Background: an optimization exercise with open tools, aiming at small area, a short achievable clock period and few clock cycles per item. Do not read the settings as production practice.
Where RTL was checked, it was by simulation tests only, not by an equivalence proof against the original.
For run 2, only the layout was checked, not whether the RTL still works.
No activity file was given, so power comes from the tool's default toggle rates.

<file path="flow/flow/run.sh">
#!/bin/bash
# The standard layout with two changes to how it is made (the design's clock
# period and constraints are unchanged):
# - timing repair aims 7.0 ns below the clock period;
# - the port buffers are sky130_fd_sc_hd__buf_2 (every port still gets one).
set -euo pipefail
bash standard.sh SETUP_SLACK_MARGIN=7.0 "BUFFER_PORTS_ARGS=-buffer_cell sky130_fd_sc_hd__buf_2" finish > standard.log 2>&1
</file>
<file path="flow/constraint.sdc">
create_clock -name core_clock -period 13.0 [get_ports {clk}]
set_input_delay 2.6000 -clock core_clock [delete_from_list [all_inputs] [get_ports {clk}]]
set_output_delay 2.6000 -clock core_clock [all_outputs]
set_load 0.01 [all_outputs]
</file>
<file path="flow/config.mk">
export PLATFORM = sky130hd
export DESIGN_NAME = lotus_codec
export DESIGN_NICKNAME = lotus_codec
export VERILOG_FILES = /design/flow/design.v
export SDC_FILE = /design/flow/constraint.sdc
export NUM_CORES = 4
export LEC_CHECK = 0
export CAP_MARGIN = 20
export CORE_MARGIN = 2
export CORE_UTILIZATION = 55
export SLEW_MARGIN = 20
</file>
<file path="flow/design.v">
module lotus_codec (
    input  wire         clk,
    input  wire         rst,
    input  wire         in_valid,
    output wire         in_ready,
    input  wire         in_op,
    input  wire [3:0]   in_j,
    input  wire [3:0]   in_t,
    input  wire [63:0]  in_value,
    input  wire [127:0] in_data,
    input  wire [4:0]   in_len,
    output wire         out_valid,
    input  wire         out_ready,
    output wire [2:0]   out_status,
    output wire [63:0]  out_value,
    output wire [127:0] out_code,
    output wire [7:0]   out_bits
);
    localparam [2:0] ST_OK     = 3'd0,
                     ST_INVAL  = 3'd1,
                     ST_TOOBIG = 3'd3,
                     ST_EOF    = 3'd4;
    integer i, k, v;
    reg b_v;                        
    reg c_v;                        
    reg o_v;                        
    wire adv = !o_v || out_ready;   
    assign in_ready  = adv;
    assign out_valid = o_v;
    always @(posedge clk) begin
        if (rst) begin
            b_v <= 1'b0;
            c_v <= 1'b0;
            o_v <= 1'b0;
        end else if (adv) begin
            b_v <= in_valid;
            c_v <= b_v;
            o_v <= c_v;
        end
    end
    wire [3:0] j = in_j;
    wire [3:0] t = in_t;
    wire cfg_ok = (j >= 4'd1) && (j <= 4'd8) && (t >= 4'd1);
    wire wl4  = (j == 4'd1) && (t == 4'd1);
    wire wl28 = ((j == 4'd1) && (t == 4'd2)) || ((j == 4'd2) && (t == 4'd1));
    reg [8:1] jh;                       
    always @(*) for (v = 1; v <= 8; v = v + 1) jh[v] = (j == v);
    reg [63:0] m2;
    reg [63:0] pa;          
    reg        ci2;
    always @(*) begin
        pa = in_value;
        pa[1:0] = 2'b11;
        for (k = 0; k < 6; k = k + 1)
            for (i = 0; i < 64; i = i + 1)
                if ((i >> k) & 1) pa[i] = pa[i] & pa[((i >> k) << k) - 1];
        ci2 = in_value[1] | in_value[0];
        m2[0] = ~in_value[0];
        m2[1] = ~(in_value[1] ^ in_value[0]);
        for (i = 2; i < 64; i = i + 1)
            m2[i] = in_value[i] ^ (ci2 & pa[i - 1]);
    end
    wire m2top = ci2 & pa[63];      
    reg [7:0] gany, gsel;
    reg [2:0] gi, bi;
    always @(*) begin
        for (i = 0; i < 8; i = i + 1) gany[i] = |m2[8 * i +: 8];
        gi = 3'd0;
        for (i = 1; i < 8; i = i + 1) if (gany[i]) gi = i[2:0];
        gsel = m2[{gi, 3'b000} +: 8];
        bi = 3'd0;
        for (i = 1; i < 8; i = i + 1) if (gsel[i]) bi = i[2:0];
    end
    wire [6:0] pw_e = m2top ? 7'd64 : {1'b0, gi, bi};
    wire e_big = wl4 ? (in_value >= 64'd29) : (wl28 ? (in_value >= 64'd536870909) : 1'b0);
    wire [2:0] e_st = !cfg_ok ? ST_INVAL : (e_big ? ST_TOOBIG : ST_OK);
    reg [127:0] s;                  
    always @(*) for (i = 0; i < 128; i = i + 1) s[i] = in_data[127 - i];
    reg [47:0] sj;
    reg [7:0]  js;
    reg        go, lead0;
    always @(*) begin
        sj = 48'd0;
        js = 8'd0;
        go = 1'b0;
        for (v = 1; v <= 8; v = v + 1) begin
            for (k = 0; k < 48; k = k + 1)
                sj[k] = sj[k] | (jh[v] & s[v + k]);
            for (k = 0; k < v; k = k + 1)
                js[k] = js[k] | (jh[v] & s[v - 1 - k]);
            lead0 = 1'b1;
            for (k = 0; k < v - 1; k = k + 1) lead0 = lead0 & !s[k];
            go = go | (jh[v] & lead0 & s[v - 1]);
        end
    end
    wire big0 = (jh[7] & s[0]) | (jh[8] & (s[0] | s[1]));
    wire [2:0] d_st0 = !cfg_ok ? ST_INVAL :
                       (in_len == 5'd0) ? ST_EOF :
                       big0 ? ST_TOOBIG : ST_OK;
    wire [8:0] nbj = {1'b0, in_len, 3'b000} - {5'd0, j};    
    reg [14:0] avl;
    always @(*) begin
        avl = 15'd0;
        for (i = 0; i < 15; i = i + 1)
            for (v = 1; v <= 8; v = v + 1)
                if (jh[v] && ({3'd0, in_len} >= (v + 2 * i + 2 + 7) / 8)) avl[i] = 1'b1;
    end
    reg [15:0] pr, fz;
    reg        pfx;
    always @(*) begin
        for (i = 0; i < 15; i = i + 1)
            pr[i] = !sj[2 * i] && sj[2 * i + 1] && avl[i] && (i < t);
        pr[15] = 1'b0;
        pfx = go;
        fz[0] = !go || !pr[0];
        for (i = 1; i < 16; i = i + 1) begin
            pfx = pfx & pr[i - 1];
            fz[i] = pfx & !pr[i];
        end
    end
    reg [3:0]  n;
    reg [10:0] W;                   
    always @(*) begin
        n = 4'd0;
        W = 11'd0;
        for (i = 0; i < 16; i = i + 1) begin
            if (fz[i]) n = n | i[3:0];
            for (k = 0; k < 11; k = k + 1)
                W[k] = W[k] | (fz[i] & sj[2 * i + k]);
        end
    end
    reg [3:0] remf;
    always @(*) begin
        remf = 4'd0;
        for (i = 0; i < 16; i = i + 1)
            for (k = 0; k < 4; k = k + 1)
                if (fz[i] && (t == i + k)) remf[k] = 1'b1;
    end
    reg         r_op;
    reg [127:0] r_x;        
    reg [3:0]   r_j, r_t;
    reg [2:0]   r_st;       
    reg [6:0]   r_w;        
    reg [6:2]   r_a;        
    reg [4:0]   r_len;
    reg [3:0]   r_n;        
    reg [10:0]  r_W;
    reg [3:0]   r_remf;
    always @(posedge clk) begin
        if (adv) begin
            r_op   <= in_op;
            r_x    <= in_op ? in_data : {63'd0, m2top, m2};
            r_j    <= j;
            r_t    <= t;
            r_st   <= in_op ? d_st0 : e_st;
            r_w    <= in_op ? js[6:0] + 7'd1 : pw_e;
            for (i = 2; i <= 6; i = i + 1) r_a[i] <= (js == i - 1);
            r_len  <= in_len;
            r_n    <= n;
            r_W    <= W;
            r_remf <= remf;
        end
    end
    wire r_wl4  = (r_j == 4'd1) && (r_t == 4'd1);
    wire r_wl28 = ((r_j == 4'd1) && (r_t == 4'd2)) || ((r_j == 4'd2) && (r_t == 4'd1));
    wire wl64   = !r_wl4 && !r_wl28;
    wire [6:0] r_nqj = 7'd107 - {3'd0, r_j};                 
    wire [8:0] r_nbj = {1'b0, r_len, 3'b000} - {5'd0, r_j};   
    wire [6:0] pwb = r_w;
    reg  [3:0] kw;
    always @(*) begin
        if (pwb <= 7'd4)       kw = (r_t == 4'd1) ? 4'd2 : 4'd4;
        else if (pwb <= 7'd12) kw = (r_t == 4'd1) ? 4'd3 : 4'd5;
        else if (pwb <= 7'd28) kw = (r_t == 4'd1) ? 4'd4 : 4'd6;
        else if (pwb <= 7'd60) kw = (r_t == 4'd1) ? 4'd5 : 4'd8;
        else                   kw = (r_t == 4'd1) ? 4'd6 : 4'd9;
    end
    wire [5:0] jt    = {2'd0, r_j} + ((r_t >= 4'd3) ? {1'b0, r_t, 1'b0} - 6'd4 : 6'd0);
    wire [7:0] e_len = {1'b0, pwb} + {4'd0, kw} + {2'd0, jt};
    wire [6:0]  wa = r_w;
    wire [10:0] Wb = r_W;
    wire [7:0]  avb  = r_nbj[7:0] - {3'd0, r_n, 1'b0};     
    wire [6:0]  r_nq = r_nqj - {2'd0, r_n, 1'b0};           
    wire a2 = r_a[2], a3 = r_a[3], a4 = r_a[4], a5 = r_a[5], a6 = r_a[6];
    wire [1:0] f1_2 = {Wb[0], Wb[1]};
    wire [2:0] f1_3 = {Wb[0], Wb[1], Wb[2]};
    wire [3:0] f1_4 = {Wb[0], Wb[1], Wb[2], Wb[3]};
    wire [4:0] f1_5 = {Wb[0], Wb[1], Wb[2], Wb[3], Wb[4]};
    wire [5:0] f1_6 = {Wb[0], Wb[1], Wb[2], Wb[3], Wb[4], Wb[5]};
    wire [6:0] d1 = a2 ? 7'd1 + f1_2 : a3 ? 7'd5 + f1_3 : a4 ? 7'd13 + f1_4 :
                    a5 ? 7'd29 + f1_5 : 7'd61 + f1_6;
    wire b3 = a2 && (f1_2 == 2'd2);         
    wire b4 = a2 && (f1_2 == 2'd3);         
    wire b5 = a3 && (f1_3 == 3'd0);         
    wire b6 = a3 && (f1_3 == 3'd1);         
    wire [2:0] f2_3 = {Wb[2], Wb[3], Wb[4]};
    wire [3:0] f2_4 = {Wb[2], Wb[3], Wb[4], Wb[5]};
    wire [4:0] f2_5 = {Wb[3], Wb[4], Wb[5], Wb[6], Wb[7]};
    wire [5:0] f2_6 = {Wb[3], Wb[4], Wb[5], Wb[6], Wb[7], Wb[8]};
    wire [6:0] d2 = b3 ? 7'd5 + f2_3 : b4 ? 7'd13 + f2_4 : b5 ? 7'd29 + f2_5 : 7'd61 + f2_6;
    wire [3:0] c2 = b3 ? 4'd5 : b4 ? 4'd6 : b5 ? 4'd8 : 4'd9;      
    wire g5 = b3 && (f2_3 == 3'd0);         
    wire [4:0] f3_5 = {Wb[5], Wb[6], Wb[7], Wb[8], Wb[9]};
    wire [5:0] f3_6 = {Wb[5], Wb[6], Wb[7], Wb[8], Wb[9], Wb[10]};
    wire [6:0] d3 = g5 ? 7'd29 + f3_5 : 7'd61 + f3_6;
    wire [3:0] c3 = g5 ? 4'd10 : 4'd11;                             
    wire [6:0] e1 = a2 ? 7'd3 + f1_2 : a3 ? {4'b0001, f1_3} : a4 ? 7'd17 + f1_4 :
                    a5 ? 7'd34 + f1_5 : 7'd67 + f1_6;
    wire [6:0] e2 = b3 ? 7'd10 + f2_3 : b4 ? 7'd19 + f2_4 : b5 ? 7'd37 + f2_5 : 7'd70 + f2_6;
    wire [6:0] e3 = g5 ? 7'd39 + f3_5 : 7'd72 + f3_6;
    wire rem0 = r_remf[0], rem1 = r_remf[1], rem2 = r_remf[2], rem3 = r_remf[3];
    wire [6:0] pw_d = rem0 ? 7'd2 : rem1 ? d1 : rem2 ? d2 : d3;
    wire [6:0] e    = rem0 ? 7'd2 : rem1 ? e1 : rem2 ? e2 : e3;
    reg [2:0] t_st;
    always @(*) begin
        t_st = ST_OK;
        if (rem0) t_st = ST_OK;
        else if ({1'b0, wa} > avb)                              t_st = ST_EOF;
        else if (wa == 7'd1)                                   t_st = ST_INVAL;
        else if (wa >= 7'd7)                                   t_st = ST_TOOBIG;
        else if (r_wl4 ? !a2 : r_wl28 ? (wa >= 7'd5) : (a6 && f1_6 > 6'd3))
                                                               t_st = ST_TOOBIG;   
        else if (rem1)                                         t_st = ST_OK;
        else if ({1'b0, wa} + {1'b0, d1} > avb)                 t_st = ST_EOF;
        else if (a2 && f1_2 == 2'd0)                           t_st = ST_INVAL;    
        else if (!(b3 || b4 || b5 || b6))                      t_st = ST_TOOBIG;   
        else if (r_wl4 || (r_wl28 && !b3 && !b4) || (b6 && f2_6 > 6'd3))
                                                               t_st = ST_TOOBIG;   
        else if (rem2)                                         t_st = ST_OK;
        else if ({4'd0, c2} + {1'b0, d2} > avb)                 t_st = ST_EOF;
        else if (!(b3 && f2_3[2:1] == 2'd0))                   t_st = ST_TOOBIG;   
        else if (!wl64 || (!g5 && f3_6 > 6'd3))                t_st = ST_TOOBIG;   
        else if (rem3)                                         t_st = ST_OK;
        else if ({4'd0, c3} + {1'b0, d3} > avb)                 t_st = ST_EOF;
        else                                                   t_st = ST_TOOBIG;   
    end
    wire [6:0] r_q   = 7'd107 - r_nq;                     
    wire [7:0] d_end = {1'b0, r_q} + {1'b0, e};
    wire [2:0] d_pre = (r_st != ST_OK)  ? r_st :
                       (t_st != ST_OK)  ? t_st :
                       ({1'b0, e} > avb) ? ST_EOF : ST_OK;
    wire [6:0] rot = r_op ? r_nq - e : e_len[6:0];
    reg  [127:0] xr;
    always @(*) begin
        xr = r_x;
        for (k = 0; k < 7; k = k + 1)
            if (rot[k]) xr = (xr >> (1 << k)) | (xr << (128 - (1 << k)));
    end
    wire [6:0] pp = pwb + 7'd3;
    wire [2:0] hw1 = pp[6] ? 3'd6 : pp[5] ? 3'd5 : pp[4] ? 3'd4 : pp[3] ? 3'd3 : 3'd2;
    reg  [5:0] p1x;         
    always @(*) begin
        case (hw1)
            3'd2:    p1x = {pp[1], ~pp[0], 4'd0};
            3'd3:    p1x = {pp[2:1], ~pp[0], 3'd0};
            3'd4:    p1x = {pp[3:1], ~pp[0], 2'd0};
            3'd5:    p1x = {pp[4:1], ~pp[0], 1'd0};
            default: p1x = {pp[5:1], ~pp[0]};
        endcase
    end
    wire       w2is3 = hw1[2] && (hw1 != 3'd4);               
    wire [1:0] p2_2  = hw1[1:0] - 2'd1;                        
    wire [2:0] p2_3  = {2'b00, hw1[1]};                        
    reg  [10:0] tailx;      
    reg  [3:0]  tl;         
    reg  [2:0]  jsv;        
    always @(*) begin
        if (r_t == 4'd1) begin
            tailx = {p1x, 5'd0};
            tl    = {1'b0, hw1};
            jsv   = hw1 - 3'd1;
        end else if (r_t == 4'd2) begin
            tailx = w2is3 ? {p2_3, p1x, 2'd0} : {p2_2, p1x, 3'd0};
            tl    = {1'b0, hw1} + (w2is3 ? 4'd3 : 4'd2);
            jsv   = w2is3 ? 3'd2 : 3'd1;
        end else begin
            tailx = w2is3 ? {2'b10, p2_3, p1x} : {2'b01, p2_2, p1x, 1'd0};
            tl    = {1'b0, hw1} + (w2is3 ? 4'd5 : 4'd4);
            jsv   = 3'd1;
        end
    end
    wire [5:0]  toff    = {2'd0, r_j} + ((r_t >= 4'd3) ? {1'b0, r_t, 1'b0} - 6'd6 : 6'd0);
    wire [42:0] tail_sh = {tailx, 32'd0} >> toff;    
    reg  [42:0] hd;         
    always @(*) begin
        for (i = 0; i < 43; i = i + 1)
            hd[42 - i] = tail_sh[42 - i] |
                         ((i >= r_j) && (i < toff) && ((i - r_j) & 1)) |
                         ((i + 1 == r_j) && jsv[0]) | ((i + 2 == r_j) && jsv[1]) |
                         ((i + 3 == r_j) && jsv[2]);
    end
    reg [64:0] d_g;
    always @(*)
        for (i = 0; i < 65; i = i + 1)
            d_g[i] = (i < pw_d) ? xr[21 + i] : (i == pw_d);
    wire [2:0] d_pre2 = (d_pre != ST_OK) ? d_pre :
                        (pw_d == 7'd1 && !xr[21]) ? ST_INVAL : ST_OK;
    reg          s_op;
    reg [127:21] s_x;       
    reg [2:0]    s_st;
    reg [7:0]    s_bits;
    always @(posedge clk) begin
        if (adv) begin
            s_op   <= r_op;
            s_x    <= r_op ? {xr[127:86], d_g} : (xr[127:21] ^ {hd, 64'd0});
            s_st   <= r_op ? d_pre2 : r_st;
            s_bits <= r_op ? d_end : e_len;
        end
    end
    wire [64:0] g = s_x[85:21];
    reg  [64:0] d_val;
    reg  [63:0] pz2;        
    always @(*) begin
        pz2 = ~g[63:0];
        pz2[1:0] = 2'b11;
        for (k = 0; k < 6; k = k + 1)
            for (i = 0; i < 64; i = i + 1)
                if ((i >> k) & 1) pz2[i] = pz2[i] & pz2[((i >> k) << k) - 1];
        d_val[0] = ~g[0];
        d_val[1] = g[1] ^ g[0];
        for (i = 2; i < 65; i = i + 1)
            d_val[i] = g[i] ^ (~(g[1] & g[0]) & pz2[i - 1]);
    end
    reg [127:21] o_x;
    reg [2:0]    o_st;
    reg [7:0]    o_bits;
    always @(posedge clk) begin
        if (adv) begin
            o_x    <= s_op ? {s_x[127:85], d_val[63:0]} : s_x;
            o_st   <= (!s_op || s_st != ST_OK) ? s_st :
                      d_val[64] ? ST_TOOBIG : ST_OK;
            o_bits <= s_bits;
        end
    end
    assign out_code   = {o_x, 21'd0};
    assign out_value  = o_x[84:21];
    assign out_bits   = o_bits;
    assign out_status = o_st;
endmodule
</file>
<file path="flow/standard.sh">
#!/bin/bash
# synth_recipe.tcl (not shown) runs the flow's synth.tcl, then flattens the netlist and writes it again
# the make line also repeats each setting of config.mk as NAME=value (left out here)
make -C /OpenROAD-flow-scripts/flow DESIGN_CONFIG=/design/flow/config.mk WORK_HOME=/design/flow/orfs CLKGATE_MAP_FILE= SYNTH_SCRIPT=/design/flow/synth_recipe.tcl "${@:-finish}"
</file>
==> results.yml, run 1 <==
sta:
  finalCriticalPeriod_ps: 5970
  finalClockSkew_ps: 55.5
  worst_slack_ps: 7030
  worst_slew_pin_slew_ps: 1050
  slew_headroom_pct: 30.1
  slew_violations: 0
  fin_setup_tns_ps: 0
  hold_viol: 0
  finalCritPeriodShare_pct: 45.9
  rsz0062_at_grt: "true"
  finalSetupViolCount: 0
  fmax_mhz: 167
  holdWs_ps: 419
setup_path:
  worst_setup_path_start_kind: "input port"
  cp_max_fo: 2
  worstSetupEndpointType: "output port"
  reg2reg_slack_ps: 7070
  cp.arrival_ps: 3370
  required_ps: 10400
  path_class: "input port to output port"
synth:
  synth_largest_area_cell: "edfxtp_1"
  synth_seq_cells: 416
  synth_xor_area_share_pct: 4.79
  synth.area.mux_share_pct: 23.1
  synth-adder-area-share_pct: 5.17
  synthSimpleGateAreaFrac_pct: 15.0
  syn_area_um2: 43200
  ys.warnings.count: 1
  synth-compound-area-share_pct: 17.0
  async_flop_share_pct: 0
  syn_area_per_cell_um2: 9.23
  syn_inst: 4675
  synth_cell_type_count: 116
  synth_edf_count: 413
  synth.area.top_cells: "edfxtp_1, mux2i_1, ha_1, xnor2_1, nand2_1"
  netlist.area_leader.share_pct: 28.7
  yosysSeqAreaShare_pct: 28.9
  synth_flop_cell: "edfxtp_1"
  synth_top_family_by_area: "multiplexers"
die:
  fp-row-count: 102
  die_h_um: 284
  die-area_um2: 80700
  boundaryPins: 415
  design.core.area_um2: 77600
  die-width_um: 284
  initial_core_util_pct: 55.6
status:
  status: "complete, no violations"
drt:
  wl_per_cell_um: 27.3
  vias: 40199
  wl_met3_um: 16300
  route.detailed.drc: 0
  wl_um: 163000
  viasPerCell: 6.74
  first_pass_iters: 8
  drtIter0Drc: 5286
  top_layer_used: "met5"
  wl_met2_um: 71700
  ant_nets: 0
  met1_length_um: 66200
layout:
  final_cell_mix: "mux2i_1, edfxtp_1, buf_2, nand2_1, nor2_1"
  areaGrowthSynthToFinish_pct: 13.6
  drive_gt1_share_pct: 20.5
  num-fill-cells: 6734
  finalInstanceArea_um2: 49000
  final_common_cell: "mux2i_1"
  nNetsFinal: 5264
power:
  p_comb_share_pct: 69.1
  pwr-share-seq_pct: 19.9
  cellPowerDensity_nw_per_um2: 247
  vdd_ir_drop_max_v: 0.000221
  clkPwrFrac_pct: 11.0
  p_leak_nw: 20.7
  p_int_mw: 6.14
  p_sw_share_pct: 49.3
  p_sw_mw: 5.97
job:
  maxCapViolations: 0
grt:
  grt.total_usage_pct: 38.3
  grt_max_degree: 82
  grt_pass1_wl_um: 238000
  grt_pass1_vias: 36902
  grt_overflow: 0
  antenna_found_initial: 5
clock_network:
  postCtsHoldBufs: 0
  cts_root_buf: "clkbuf_16"
  ctsLongestPathBuffers: 3
  cts_buffers: 47
  cts_tree: "yes"
  clk_pin_slew_ps: 60
  h-tree-depth: 2
  insertion_delay_ps: 640
  cts.sinks: 416
placement:
  place_area_um2: 45100
  post-place-ws_ps: 5050
  gp_congestion: 1.04
  portBuffers: 393
  dp_hpwl_um: 122000
min_path:
  hp-class: "flip-flop to flip-flop"
-- critical path, stage by stage --
cell and delay (ps):
buf_2 110, nor2b_4 140, clkinvlp_4 280, buf_8 230
-- kinds of logic (layout without fill, tap and decap cells) --
group	after synthesis	after routing
flops	416	416
other cells	1	25
mux	959	959
fa+ha+maj	170	170
simple gates	1239	1239
xor+xnor	236	236
compound gates	1078	1085
buf+inv	576	794
-- through the flow --
stage | cells | power (mW) | util [%]
2_1_floorplan | 4695 | 7.36 | -
3_3_place_gp | 5766 | 9.59 | 58.1
3_5_place_dp | 5766 | 9.63 | 58.1
4_1_cts | 5917 | 11.4 | 61.8
5_1_grt | 5961 | 12.5 | 63.2
6_report | 5964 | 12.1 | 63.2
-- layer usage --
layer | global-route usage [%] | vias to the layer above
li1 | - | 18056
met1 | 52.2 | 19128
met2 | 59.6 | 2533
met3 | 7.31 | 478
met4 | 15.8 | 4
met5 | 0 | -
-- power groups by stage --
stage | clock network, mW | logic (mW) | registers [mW]
3_5_place_dp | 0 | 7.18 | 2.45
6_report | 1.33 | 8.36 | 2.41
3_3_place_gp | 0 | 7.15 | 2.44
4_1_cts | 1.35 | 7.66 | 2.41
2_1_floorplan | 0 | 4.92 | 2.44
5_1_grt | 1.39 | 8.69 | 2.45
-- synth_stat cells (91+ instances only) --
cell type  number
a21oi_1       221
a22oi_1       123
and2_1         92
buf_4          92
clkbuf_1      195
edfxtp_1      413
ha_1          156
inv_1         142
mux2i_1       876
nand2_1       306
nand3_1        91
nor2_1        264
nor3_1         96
o21ai_0       202
xnor2_1       140
xor2_1         96
-- what timing repair did --
action	in CTS	in global routing
gates cloned	13	5
pin swaps	16	12
gates resized for setup	150	164
endpoints found under the setup margin	133	130
setup buffers	53	37
-- sequential cells by signal (all words and copies together) (netlist names), 3 cells and up --
signal / flops
r_x: 128
o_x: 107
s_x: 107
r_W: 11
o_bits: 8
s_bits: 8
r_w: 7
r_a: 5
r_len: 5
r_j: 4
r_n: 4
r_remf: 4
r_t: 4
o_st: 3
r_st: 3
s_st: 3
-- worst paths after layout --
path	from	endpoint	depth (start not counted)
setup / recovery	out_ready	in_ready	4
hold / removal	s_bits[2]	o_bits[2]	0
setup reg to reg	r_W[2]	s_x[82]	24
hold reg to reg	s_bits[2]	o_bits[2]	0
-- area by class of cell --
type,instances,area (µm²),share of cell area [%]
sequential,416,12500,25.4
antenna,4,10.0,0.0204
clock inverter,30,319,0.651
multi-input combinational,3710,29400,59.9
tap,1040,1300,2.65
inverter,147,562,1.15
timing repair buffer,562,3790,7.72
clock buffer,55,1210,2.46
Testbench counts, summed over its fixed seeds: cycles 4,824, items 4,800.
==> run 2, diff against run 1 <==
--- a/flow/design.v
+++ b/flow/design.v
@@ -139,10 +139,12 @@
     reg         r_op;
     reg [127:0] r_x;        
     reg [3:0]   r_j, r_t;
+    reg         r_wl4, r_wl28;
     reg [2:0]   r_st;       
     reg [6:0]   r_w;        
     reg [6:2]   r_a;        
-    reg [4:0]   r_len;
+    reg [6:0]   r_nqj;      
+    reg [8:0]   r_nbj;      
     reg [3:0]   r_n;        
     reg [10:0]  r_W;
     reg [3:0]   r_remf;
@@ -152,20 +154,19 @@
             r_x    <= in_op ? in_data : {63'd0, m2top, m2};
             r_j    <= j;
             r_t    <= t;
+            r_wl4  <= wl4;
+            r_wl28 <= wl28;
             r_st   <= in_op ? d_st0 : e_st;
             r_w    <= in_op ? js[6:0] + 7'd1 : pw_e;
             for (i = 2; i <= 6; i = i + 1) r_a[i] <= (js == i - 1);
-            r_len  <= in_len;
+            r_nqj  <= 7'd107 - {3'd0, j};
+            r_nbj  <= nbj;
             r_n    <= n;
             r_W    <= W;
             r_remf <= remf;
         end
     end
-    wire r_wl4  = (r_j == 4'd1) && (r_t == 4'd1);
-    wire r_wl28 = ((r_j == 4'd1) && (r_t == 4'd2)) || ((r_j == 4'd2) && (r_t == 4'd1));
-    wire wl64   = !r_wl4 && !r_wl28;
-    wire [6:0] r_nqj = 7'd107 - {3'd0, r_j};                 
-    wire [8:0] r_nbj = {1'b0, r_len, 3'b000} - {5'd0, r_j};   
+    wire wl64 = !r_wl4 && !r_wl28;
     wire [6:0] pwb = r_w;
     reg  [3:0] kw;
     always @(*) begin
@@ -240,13 +241,38 @@
                        (t_st != ST_OK)  ? t_st :
                        ({1'b0, e} > avb) ? ST_EOF : ST_OK;
     wire [6:0] rot = r_op ? r_nq - e : e_len[6:0];
+    reg  [127:0] xa;
+    always @(*) begin
+        xa = r_x;
+        for (k = 0; k < 4; k = k + 1)
+            if (rot[k]) xa = (xa >> (1 << k)) | (xa << (128 - (1 << k)));
+    end
+    reg          s_op;
+    reg [127:0]  s_x;       
+    reg [6:4]    s_rh;      
+    reg [6:0]    s_pw;      
+    reg [3:0]    s_j, s_t;
+    reg [2:0]    s_st;
+    reg [7:0]    s_bits;
+    always @(posedge clk) begin
+        if (adv) begin
+            s_op   <= r_op;
+            s_x    <= xa;
+            s_rh   <= rot[6:4];
+            s_pw   <= r_op ? pw_d : pwb;
+            s_j    <= r_j;
+            s_t    <= r_t;
+            s_st   <= r_op ? d_pre : r_st;
+            s_bits <= r_op ? d_end : e_len;
+        end
+    end
     reg  [127:0] xr;
     always @(*) begin
-        xr = r_x;
-        for (k = 0; k < 7; k = k + 1)
-            if (rot[k]) xr = (xr >> (1 << k)) | (xr << (128 - (1 << k)));
+        xr = s_x;
+        for (k = 4; k < 7; k = k + 1)
+            if (s_rh[k]) xr = (xr >> (1 << k)) | (xr << (128 - (1 << k)));
     end
-    wire [6:0] pp = pwb + 7'd3;
+    wire [6:0] pp = s_pw + 7'd3;
     wire [2:0] hw1 = pp[6] ? 3'd6 : pp[5] ? 3'd5 : pp[4] ? 3'd4 : pp[3] ? 3'd3 : 3'd2;
     reg  [5:0] p1x;         
     always @(*) begin
@@ -265,11 +291,11 @@
     reg  [3:0]  tl;         
     reg  [2:0]  jsv;        
     always @(*) begin
-        if (r_t == 4'd1) begin
+        if (s_t == 4'd1) begin
             tailx = {p1x, 5'd0};
             tl    = {1'b0, hw1};
             jsv   = hw1 - 3'd1;
-        end else if (r_t == 4'd2) begin
+        end else if (s_t == 4'd2) begin
             tailx = w2is3 ? {p2_3, p1x, 2'd0} : {p2_2, p1x, 3'd0};
             tl    = {1'b0, hw1} + (w2is3 ? 4'd3 : 4'd2);
             jsv   = w2is3 ? 3'd2 : 3'd1;
@@ -279,35 +305,21 @@
             jsv   = 3'd1;
         end
     end
-    wire [5:0]  toff    = {2'd0, r_j} + ((r_t >= 4'd3) ? {1'b0, r_t, 1'b0} - 6'd6 : 6'd0);
+    wire [5:0]  toff    = {2'd0, s_j} + ((s_t >= 4'd3) ? {1'b0, s_t, 1'b0} - 6'd6 : 6'd0);
     wire [42:0] tail_sh = {tailx, 32'd0} >> toff;    
     reg  [42:0] hd;         
     always @(*) begin
         for (i = 0; i < 43; i = i + 1)
             hd[42 - i] = tail_sh[42 - i] |
-                         ((i >= r_j) && (i < toff) && ((i - r_j) & 1)) |
-                         ((i + 1 == r_j) && jsv[0]) | ((i + 2 == r_j) && jsv[1]) |
-                         ((i + 3 == r_j) && jsv[2]);
+                         ((i >= s_j) && (i < toff) && ((i - s_j) & 1)) |
+                         ((i + 1 == s_j) && jsv[0]) | ((i + 2 == s_j) && jsv[1]) |
+                         ((i + 3 == s_j) && jsv[2]);
     end
-    reg [64:0] d_g;
+    reg [64:0] g;
     always @(*)
         for (i = 0; i < 65; i = i + 1)
-            d_g[i] = (i < pw_d) ? xr[21 + i] : (i == pw_d);
-    wire [2:0] d_pre2 = (d_pre != ST_OK) ? d_pre :
-                        (pw_d == 7'd1 && !xr[21]) ? ST_INVAL : ST_OK;
-    reg          s_op;
-    reg [127:21] s_x;       
-    reg [2:0]    s_st;
-    reg [7:0]    s_bits;
-    always @(posedge clk) begin
-        if (adv) begin
-            s_op   <= r_op;
-            s_x    <= r_op ? {xr[127:86], d_g} : (xr[127:21] ^ {hd, 64'd0});
-            s_st   <= r_op ? d_pre2 : r_st;
-            s_bits <= r_op ? d_end : e_len;
-        end
-    end
-    wire [64:0] g = s_x[85:21];
+            g[i] = (i < s_pw) ? xr[21 + i] : (i == s_pw);
+    wire d_inval_p = (s_pw == 7'd1) && !xr[21];
     reg  [64:0] d_val;
     reg  [63:0] pz2;        
     always @(*) begin
@@ -326,8 +338,9 @@
     reg [7:0]    o_bits;
     always @(posedge clk) begin
         if (adv) begin
-            o_x    <= s_op ? {s_x[127:85], d_val[63:0]} : s_x;
+            o_x    <= s_op ? {xr[127:85], d_val[63:0]} : (xr[127:21] ^ {hd, 64'd0});
             o_st   <= (!s_op || s_st != ST_OK) ? s_st :
+                      d_inval_p ? ST_INVAL :
                       d_val[64] ? ST_TOOBIG : ST_OK;
             o_bits <= s_bits;
         end
==> flow/flow/run.sh (replaced) <==
#!/bin/bash
# The standard layout with two changes to how it is made (the design's clock
# period and constraints are unchanged):
# - timing repair aims 7.3 ns below the clock period;
# - the port buffers are sky130_fd_sc_hd__buf_2 (every port still gets one).
set -euo pipefail
bash standard.sh SETUP_SLACK_MARGIN=7.3 "BUFFER_PORTS_ARGS=-buffer_cell sky130_fd_sc_hd__buf_2" finish > standard.log 2>&1
==> results.yml, run 2 <==
synth:
  netlist.area_leader.share_pct: 30.7
  synth.area.mux_share_pct: 22.9
  synth-adder-area-share_pct: 4.83
  synth.area.top_cells: "edfxtp_1, mux2i_1, mux4_2, ha_1, xnor2_1"
  synthTopCellsByCount: "mux2i_1, edfxtp_1, nand2_1"
  synth-compound-area-share_pct: 17.0
  synth_top_family_by_area: "multiplexers"
  syn_area_um2: 45100
  yosysSeqAreaShare_pct: 30.8
  synth_edf_count: 461
  synth_seq_cells: 464
  synth_xor_area_share_pct: 4.76
  syn_area_per_cell_um2: 9.51
  synth_largest_area_cell: "edfxtp_1"
  ys.warnings.count: 1
  synth.most_common_cell: "mux2i_1"
  synthSimpleGateAreaFrac_pct: 13.7
  synth_cell_type_count: 93
  syn_inst: 4741
  synth_flop_cell: "edfxtp_1"
  async_flop_share_pct: 0
die:
  initial_core_util_pct: 55.3
  die_h_um: 290
  design.core.area_um2: 81600
  die-width_um: 290
  fp-row-count: 105
  boundaryPins: 415
  die-area_um2: 84300
sta:
  finalSetupViolCount: 0
  finalClockSkew_ps: 17.6
  worst_slew_pin_slew_ps: 1270
  holdWs_ps: 418
  hold_viol: 0
  slew_headroom_pct: 15.3
  slew_violations: 0
  finalCriticalPeriod_ps: 5730
  fmax_mhz: 174
  rsz0062_at_grt: "true"
  fin_setup_tns_ps: 0
  finalCritPeriodShare_pct: 44.1
grt:
  grt_pass1_wl_um: 246000
  grt_pass1_vias: 37874
  antenna_found_initial: 11
  grt_max_degree: 97
  grt_overflow: 0
  grt.total_usage_pct: 38.3
placement:
  portBuffers: 393
  dp_hpwl_um: 127000
  gp_congestion: 1.04
clock_network:
  postCtsHoldBufs: 0
  cts_root_buf: "clkbuf_16"
  clk_pin_slew_ps: 60
  cts_buffers: 51
  h-tree-depth: 2
  ctsLongestPathBuffers: 3
  insertion_delay_ps: 620
  cts_tree: "yes"
  cts.sinks: 464
layout:
  final_common_cell: "mux2i_1"
  top_regs: "r_x x128, s_x x128, o_x x107"
  utilization_pct: 64.0
  num-fill-cells: 6858
  nNetsFinal: 5383
  areaGrowthSynthToFinish_pct: 15.8
  drive_gt1_share_pct: 24.0
  final_cell_mix: "mux2i_1, edfxtp_1, buf_2, nand2_1, nor2_1"
drt:
  first_pass_iters: 10
  wl_per_cell_um: 27.7
  drtIter0Drc: 4951
  ant_nets: 0
  viasPerCell: 6.77
  route.detailed.drc: 0
  vias: 41491
  wl_um: 170000
power:
  p_leak_nw: 21.1
  vdd_ir_drop_max_v: 0.000138
  cellPowerDensity_nw_per_um2: 225
setup_path:
  worstSetupEndpointType: "flip-flop"
  worst_setup_path_start_kind: "input port"
  required_ps: 13450
  cp.arrival_ps: 6180
  path_class: "input port to flip-flop"
  cp_max_fo: 8
  ff2ff_path_depth: 22
status:
  status: "complete, no violations"
min_path:
  hold_path_depth: 0
  hp-class: "flip-flop to flip-flop"
job:
  maxCapViolations: 0
-- run 2: changes by cell type after synthesis, sizes merged, moves of 32 or more --
cell,before,now
nand2,308,340
clkbuf,195,269
a21oi,222,272
buf,234,180
nor2,266,303
mux2i,877,606
a22o,18,54
mux2,60,97
mux4,22,140
edfxtp,413,461
-- run 2: power breakdown --
group	total [mW]	internal, mW	switching, mW	leakage (nW)
Combinational	7.47	3.00	4.47	15.1
Sequential	2.75	2.38	0.368	5.09
Clock	1.54	0.892	0.651	0.851
Total	11.8	6.28	5.48	21.1
-- run 2: cell type report --
| type | count | area [µm²] | area share [%] |
|---|---|---|---|
| multi-input cells | 3692 | 30200 | 57.8 |
| repair buffers | 629 | 4300 | 8.24 |
| well taps | 1070 | 1340 | 2.56 |
| clock inverters | 38 | 434 | 0.831 |
| flip-flops and latches | 464 | 13900 | 26.6 |
| clock buffers | 57 | 1340 | 2.57 |
| inverters | 167 | 687 | 1.32 |
| repair inverters | 1 | 5.00 | 0.00958 |
| diodes | 8 | 20.0 | 0.0383 |
-- run 2: cell families (layout without fill, tap and decap cells) --
| family | Yosys count | after routing |
|---|---|---|
| AOI/OAI and AO/OA | 1154 | 1158 |
| other | 1 | 29 |
| DFF | 464 | 464 |
| xor gates and xnor gates | 245 | 245 |
| and+or+nand+nor | 1251 | 1258 |
| muxes | 843 | 843 |
| adders and majority gates | 167 | 167 |
| buffers and inverters | 616 | 892 |
-- run 2: per-layer routing --
| layer | wire length [µm] | GRT usage [%] | up-vias |
|---|---|---|---|
| li1 | - | - | 18535 |
| met1 | 65900 | 50.4 | 19752 |
| met2 | 74700 | 59.4 | 2655 |
| met4 | 13500 | 23.7 | 10 |
| met3 | 15500 | 6.02 | 539 |
| met5 | 74 | 0 | - |
-- run 2: what timing repair did --
action | in CTS | in global routing
setup endpoints to repair | 238 | 170
gates resized for setup | 159 | 135
setup buffers | 95 | 74
gates cloned | 9 | 8
pin swaps | 43 | 61
-- run 2: stage by stage --
step / setup slack (ps) / instance area [µm²] / power [mW] / std cells
detailed placement: 5150 / 47500 / 9.71 / 5837
global route: 7200 / 52200 / 12.2 / 6121
finish: 7270 / 52200 / 11.8 / 6126
floorplan: 2620 / 46100 / 7.61 / 4761
CTS: 7300 / 50900 / 11.5 / 6036
global placement: 5230 / 47500 / 9.64 / 5837
-- run 2: worst paths after layout --
kind,start,to,slack [ps]
setup / recovery,in_j[3],r_W[2],7270
hold / removal,s_bits[2],o_bits[2],420
setup reg to reg,s_pw[0],o_x[119],7440
hold reg to reg,s_bits[2],o_bits[2],420
-- run 2: critical path, stage by stage --
cell and delay [ps]:
buf_8 120, inv_8 60, ha_4 190, buf_6 150, nand2_2 40, a221o_1 330, a221o_1 320, a221o_2 450
a21o_4 280, or3_4 420, nand4b_1 280, nor2_4 320, buf_12 150, nand3_4 110, buf_12 180, o221ai_2 170

port drivers added, routing unchanged:
In the flow no input, the clock included, has a driving cell. The finished layouts below were timed again as built, in two steps.
Step 1: set_driving_cell puts a clkbuf_16 on clk and a buf_2 on each other input, an assumption about the parent block.
Step 2, shift: input delay + t, output delay - t, t = (earliest + latest rising clock arrival at the registers) / 2. This alone moves slack from input paths to output paths.
Slacks: ideal / step 1 / step 2; pairs: ideal / step 1.
| run | shift t [ns] | setup slack, ns | worst setup path at the end | worst register clock-pin slew, ns |
|---|---|---|---|---|
| run 1 | 0.685 | 7.027 / 7.005 / 6.420 | input to register | 0.08 / 0.08 |
| run 2 | 0.684 | 7.266 / 7.298 / 6.614 | input to register | 0.07 / 0.07 |
After both steps every run listed still meets setup and hold. For run 2, which loses most, drivers alone change the setup slack by +0.032 ns; drivers and shift together by -0.652 ns.
